Context: an optimization exercise on an open-source flow, tuned for small area, a short achievable clock period and few clock cycles per item. The choices shown serve that exercise and are no tape-out recipe. RTL that was checked went through simulation tests only; none was proved equivalent to the original. Power is estimated from default activity; no workload was simulated.

==> run a: inputs <==
// preamble_sync
module preamble_sync (
    input  wire              clk,
    input  wire              rst,         
    input  wire              pre_we,
    input  wire [3:0]        pre_idx,
    input  wire signed [7:0] pre_re,
    input  wire signed [7:0] pre_im,
    input  wire              in_valid,
    output wire              in_ready,
    input  wire signed [7:0] in_re,
    input  wire signed [7:0] in_im,
    input  wire              in_last,
    output reg               res_valid,
    input  wire              res_ready,
    output reg  [11:0]       res_start,
    output reg  [39:0]       res_power,
    output reg               res_nolag,
    output reg               idle
);
Settings: LEC_CHECK=0, CAP_MARGIN=20, CORE_MARGIN=2, CORE_UTILIZATION=40, SLEW_MARGIN=20, SYNTH_HIERARCHICAL=1; clock period 12.5 ns.
standard.sh (not shown) runs the stock make flow with config.mk's settings and CLKGATE_MAP_FILE= SYNTH_SCRIPT=/design/flow/synth_recipe.tcl, a recipe that flattens the netlist after the stock synthesis.
==> flow/flow/run.sh <==
#!/bin/bash
# Layout flow: the standard flow (standard.sh, all steps from the standard
# synthesis to the final layout), with two changes:
#  - the buffers that buffer_ports puts on every input and output port are
#    sky130_fd_sc_hd__buf_4 instead of the delay buffer it picks by default;
#  - timing repair aims at 4.0 ns (setup margin 8.5 ns below the 12.5 ns
#    clock), so that it sizes up the weak drivers on the longest paths.
# make's full output goes to standard_flow.log in the folder the flow runs
# in; the ORFS step logs stay under orfs/logs/.
set -euo pipefail
bash standard.sh "BUFFER_PORTS_ARGS=-buffer_cell sky130_fd_sc_hd__buf_4" SETUP_SLACK_MARGIN=8.5 finish > standard_flow.log 2>&1
==> run b: changes against run a <==
--- a/flow/design.v
+++ b/flow/design.v
@@ -56,19 +56,19 @@
     reg signed [7:0] pc14;
     reg signed [8:0] pe14, pg14;
     reg signed [7:0] pc15;
     reg signed [8:0] pe15, pg15;
     reg              we_r;
     reg        [3:0] idx_r;
-    reg signed [7:0] re_r;
-    reg signed [8:0] pre_e, pre_g;
+    reg signed [7:0] re_r, im_r;
+    wire signed [8:0] pre_e = re_r - im_r;
+    wire signed [8:0] pre_g = re_r + im_r;
     always @(posedge clk) begin
         idx_r <= pre_idx;
         re_r  <= pre_re;
-        pre_e <= pre_re - pre_im;
-        pre_g <= pre_re + pre_im;
+        im_r  <= pre_im;
         we_r  <= pre_we && !rst;
     end
     always @(posedge clk) begin
         if (rst) begin
                 pc0 <= 8'sd0; pe0 <= 9'sd0; pg0 <= 9'sd0;
             pc1 <= 8'sd0; pe1 <= 9'sd0; pg1 <= 9'sd0;
@@ -111,14 +111,12 @@
     reg  [1:0] nres;            
     reg  [4:0] cnt;             
     wire acc  = in_valid && rdy;
     wire take = res_valid && res_ready;
     wire full = cnt[4] || (cnt == 5'd15);      
     wire [1:0] nres_nx = nres + {1'b0, acc && in_last} - {1'b0, take};
-    wire [4:0] cnt_nx  = !acc ? cnt : in_last ? 5'd0 : cnt[4] ? cnt : cnt + 5'd1;
-    wire       rdy_nx  = !(nres_nx == 2'd2 || (nres_nx != 2'd0 && (cnt_nx[4] || cnt_nx == 5'd15)));
     reg signed [7:0] in_a, in_b;
     reg              acc_i, v_i, l_i;
     always @(posedge clk) begin
         in_a <= in_re;
         in_b <= in_im;
         if (rst) begin
@@ -127,17 +125,22 @@
             cnt   <= 5'd0;
             acc_i <= 1'b0;
             v_i   <= 1'b0;
             l_i   <= 1'b0;
         end else begin
             nres  <= nres_nx;
-            rdy   <= rdy_nx;
+            rdy   <= (nres_nx != 2'd2);
             acc_i <= acc;
             v_i   <= acc && full;
             l_i   <= acc && in_last;
-            cnt   <= cnt_nx;
+            if (acc) begin
+                if (in_last)
+                    cnt <= 5'd0;
+                else if (!cnt[4])
+                    cnt <= cnt + 5'd1;
+            end
         end
     end
     reg signed [7:0] w_a0, w_b0;
     reg signed [8:0] w_s0;
     reg signed [7:0] w_a1, w_b1;
     reg signed [8:0] w_s1;
@@ -12861,56 +12864,64 @@
             v_e <= v_d; l_e <= l_d;
             idle <= !(acc || acc_i || v_i || l_i || v_w || l_w || v_a || l_a ||
                       v_b || l_b || v_c || l_c || v_d || l_d);
         end
     end
     reg [11:0] ocnt;        
+    reg [11:0] best_o;
+    reg [38:0] best_p;
     reg        have;        
-    reg        q_nolag;     
-    wire better = !have || pw_r > res_power[38:0];
+    reg        held;        
+    wire        upd   = v_e && (!have || pw_r > best_p);
+    wire [11:0] fin_o = upd ? ocnt : best_o;
+    wire [38:0] fin_p = upd ? pw_r : best_p;
+    wire        fin_h = have || v_e;
+    wire        out_free = !res_valid || res_ready;
     always @(posedge clk) begin
         if (rst) begin
             ocnt      <= 12'd0;
+            best_o    <= 12'd0;
+            best_p    <= 39'd0;
             have      <= 1'b0;
-            q_nolag   <= 1'b0;
+            held      <= 1'b0;
             res_valid <= 1'b0;
             res_start <= 12'd0;
             res_power <= 40'd0;
             res_nolag <= 1'b0;
         end else begin
             if (l_e)
                 ocnt <= 12'd0;
             else if (v_e)
                 ocnt <= ocnt + 12'd1;
-            if (take) begin
-                res_valid <= q_nolag;
-                if (q_nolag) begin
-                    res_nolag <= 1'b1;
-                    res_start <= 12'd0;
-                    res_power <= 40'd0;
-                    q_nolag   <= 1'b0;
-                end
-            end
-            if (v_e) begin
-                have <= 1'b1;
-                if (better) begin
-                    res_power <= {1'b0, pw_r};
-                    res_start <= ocnt;
+            if (take)
+                res_valid <= 1'b0;
+            if (held) begin
+                if (take) begin
+                    res_valid <= 1'b1;
+                    res_start <= have ? best_o : 12'd0;
+                    res_power <= have ? {1'b0, best_p} : 40'd0;
+                    res_nolag <= !have;
+                    have      <= 1'b0;
+                    held      <= 1'b0;
                 end
-            end
-            if (l_e) begin
-                have <= 1'b0;
-                if (res_valid && !take) begin
-                    q_nolag <= 1'b1;
-                end else begin
+            end else if (l_e) begin
+                if (out_free) begin
                     res_valid <= 1'b1;
-                    res_nolag <= !(have || v_e);
-                    if (!(have || v_e)) begin
-                        res_start <= 12'd0;
-                        res_power <= 40'd0;
-                    end
+                    res_start <= fin_h ? fin_o : 12'd0;
+                    res_power <= fin_h ? {1'b0, fin_p} : 40'd0;
+                    res_nolag <= !fin_h;
+                    have      <= 1'b0;
+                end else begin
+                    best_o <= fin_o;
+                    best_p <= fin_p;
+                    have   <= fin_h;
+                    held   <= 1'b1;
                 end
+            end else if (upd) begin
+                best_o <= ocnt;
+                best_p <= pw_r;
+                have   <= 1'b1;
             end
         end
     end
     assign in_ready = rdy;
 endmodule
==> flow/run.sh (new file) <==
#!/bin/bash
# synth_recipe.tcl (not shown) runs the flow's synth.tcl, then flattens the netlist and writes it again
# the make line also repeats each setting of config.mk as NAME=value (left out here)
make -C /OpenROAD-flow-scripts/flow DESIGN_CONFIG=/design/flow/config.mk WORK_HOME=/design/flow/orfs CLKGATE_MAP_FILE= SYNTH_SCRIPT=/design/flow/synth_recipe.tcl finish
removed: flow/flow/run.sh
removed: flow/standard.sh
==> run c: changes against run a <==
--- a/flow/design.v
+++ b/flow/design.v
@@ -55,24 +55,26 @@
     reg signed [8:0] pe13, pg13;
     reg signed [7:0] pc14;
     reg signed [8:0] pe14, pg14;
     reg signed [7:0] pc15;
     reg signed [8:0] pe15, pg15;
     reg              we_r;
+    reg              rst_r;     
     reg        [3:0] idx_r;
     reg signed [7:0] re_r;
     reg signed [8:0] pre_e, pre_g;
     always @(posedge clk) begin
         idx_r <= pre_idx;
         re_r  <= pre_re;
         pre_e <= pre_re - pre_im;
         pre_g <= pre_re + pre_im;
         we_r  <= pre_we && !rst;
+        rst_r <= rst;
     end
     always @(posedge clk) begin
-        if (rst) begin
+        if (rst_r) begin
                 pc0 <= 8'sd0; pe0 <= 9'sd0; pg0 <= 9'sd0;
             pc1 <= 8'sd0; pe1 <= 9'sd0; pg1 <= 9'sd0;
             pc2 <= 8'sd0; pe2 <= 9'sd0; pg2 <= 9'sd0;
             pc3 <= 8'sd0; pe3 <= 9'sd0; pg3 <= 9'sd0;
             pc4 <= 8'sd0; pe4 <= 9'sd0; pg4 <= 9'sd0;
             pc5 <= 8'sd0; pe5 <= 9'sd0; pg5 <= 9'sd0;
@@ -12870,14 +12872,12 @@
     always @(posedge clk) begin
         if (rst) begin
             ocnt      <= 12'd0;
             have      <= 1'b0;
             q_nolag   <= 1'b0;
             res_valid <= 1'b0;
-            res_start <= 12'd0;
-            res_power <= 40'd0;
             res_nolag <= 1'b0;
         end else begin
             if (l_e)
                 ocnt <= 12'd0;
             else if (v_e)
                 ocnt <= ocnt + 12'd1;
==> run d: changes against run a <==
--- a/flow/design.v
+++ b/flow/design.v
@@ -55,24 +55,26 @@
     reg signed [8:0] pe13, pg13;
     reg signed [7:0] pc14;
     reg signed [8:0] pe14, pg14;
     reg signed [7:0] pc15;
     reg signed [8:0] pe15, pg15;
     reg              we_r;
+    reg              rst_r;     
     reg        [3:0] idx_r;
     reg signed [7:0] re_r;
     reg signed [8:0] pre_e, pre_g;
     always @(posedge clk) begin
         idx_r <= pre_idx;
         re_r  <= pre_re;
         pre_e <= pre_re - pre_im;
         pre_g <= pre_re + pre_im;
         we_r  <= pre_we && !rst;
+        rst_r <= rst;
     end
     always @(posedge clk) begin
-        if (rst) begin
+        if (rst_r) begin
                 pc0 <= 8'sd0; pe0 <= 9'sd0; pg0 <= 9'sd0;
             pc1 <= 8'sd0; pe1 <= 9'sd0; pg1 <= 9'sd0;
             pc2 <= 8'sd0; pe2 <= 9'sd0; pg2 <= 9'sd0;
             pc3 <= 8'sd0; pe3 <= 9'sd0; pg3 <= 9'sd0;
             pc4 <= 8'sd0; pe4 <= 9'sd0; pg4 <= 9'sd0;
             pc5 <= 8'sd0; pe5 <= 9'sd0; pg5 <= 9'sd0;
@@ -12870,14 +12872,12 @@
     always @(posedge clk) begin
         if (rst) begin
             ocnt      <= 12'd0;
             have      <= 1'b0;
             q_nolag   <= 1'b0;
             res_valid <= 1'b0;
-            res_start <= 12'd0;
-            res_power <= 40'd0;
             res_nolag <= 1'b0;
         end else begin
             if (l_e)
                 ocnt <= 12'd0;
             else if (v_e)
                 ocnt <= ocnt + 12'd1;
==> flow/flow/run.sh (replaced) <==
#!/bin/bash
# Layout flow: the standard flow (standard.sh, all steps from the standard
# synthesis to the final layout), with two changes:
#  - the buffers that buffer_ports puts on every input and output port are
#    sky130_fd_sc_hd__buf_4 instead of the delay buffer it picks by default;
#  - timing repair aims at 3.8 ns (setup margin 8.7 ns below the 12.5 ns
#    clock), so that it sizes up the weak drivers on the longest paths.
# make's full output goes to standard_flow.log in the folder the flow runs
# in; the ORFS step logs stay under orfs/logs/.
set -euo pipefail
bash standard.sh "BUFFER_PORTS_ARGS=-buffer_cell sky130_fd_sc_hd__buf_4" SETUP_SLACK_MARGIN=8.7 finish > standard_flow.log 2>&1
- CTS_CLUSTER_DIAMETER: default -> 100
- CTS_CLUSTER_SIZE: default -> 20
==> comparison table <==
Status: run c finished clean; run b finished clean; run a finished clean; run d finished clean
Number of flip-flops and latches: run c 1765; run b 1805; run a 1764; run d 1765
Post-detail-place hpwl: run c 461000 um; run b 440700 um; run a 462900 um; run d 455900 um
Synthesized cell area: run c 149600 um2; run b 150700 um2; run a 149200 um2; run d 149600 um2
NetSw: run c 15.78 mW; run b 17.25 mW; run a 17.41 mW; run d 15.74 mW
Total clock sinks: run c 1765; run b 1805; run a 1764; run d 1765
End-of-flow core utilization: run c 43.61%; run b 43.34%; run a 43.47%; run d 43.54%
Worst R2R End: run c csa_u[76]; run b pe4[7]; run a csa_u[14]; run d csa_u[76]
Count of instances resized after the clock tree is built: run c 60; run b 0; run a 63; run d 114
Core region area: run c 372200 um2; run b 375300 um2; run a 371900 um2; run d 372200 um2
Skew-Pair Late Insertion Delay: run c 0.99 ns; run b 0.96 ns; run a 0.98 ns; run d 0.98 ns
Power Clock: run c 6.83 mW; run b 6.69 mW; run a 6.52 mW; run d 4.32 mW
Hold EP: run c row_u[4]; run b row_u[1]; run a row_v[6]; run d row_v[1]
Setup repair after global routing missed its margin: run c true; run b false; run a false; run d true
Post-synthesis compound-gate area fraction: run c 2.483%; run b 3.056%; run a 2.546%; run d 2.483%
Final Skew: run c 0.08768 ns; run b 0.06526 ns; run a 0.08770 ns; run d 0.07329 ns
Clock tree buffer count of the final layout: run c 300; run b 302; run a 313; run d 171
Inverters: run c 264; run b 244; run a 242; run d 264
Distinct cell type count after synthesis: run c 70; run b 75; run a 72; run d 70
Testbench counts of run c, summed over its fixed seeds: cycles 4,160, samples 4,096.
Testbench counts of run d, summed over its fixed seeds: cycles 4,160, samples 4,096.
No functional check of the RTL was part of run a and run b.

port drivers added, routing unchanged:
No port has a modelled driver above. Below, the same layouts with a new extraction and two added sets of constraints.
Step 1 (the two cells are an assumption about what drives the block):
set clk [get_ports {clk}]
set_driving_cell -lib_cell sky130_fd_sc_hd__clkbuf_16 $clk
set_driving_cell -lib_cell sky130_fd_sc_hd__buf_2 [delete_from_list [all_inputs] $clk]
Step 2, shift: input delay + t, output delay - t, t = (earliest + latest rising clock arrival at the registers) / 2. This alone moves slack from input paths to output paths.
Slacks: ideal ports / drivers / drivers and shift; pairs: ideal ports / drivers.
| run | t (ns) | slack for setup (ns) | worst setup path after step 2 | slew at the worst register clock pin (ns) |
|---|---|---|---|---|
| run a | 1.031 | 8.490 / 8.455 / 7.637 | input to register | 0.08 / 0.08 |
| run b | 1.042 | 8.062 / 7.949 / 7.476 | input to register | 0.07 / 0.07 |
| run c | 1.051 | 8.337 / 8.229 / 7.714 | input to register | 0.08 / 0.08 |
| run d | 1.060 | 8.389 / 8.268 / 7.921 | input to register | 0.10 / 0.10 |
After both steps setup and hold are still met in every run listed. The setup slack of run a, which loses most, moves by -0.035 ns with the drivers and by -0.853 ns with both steps.
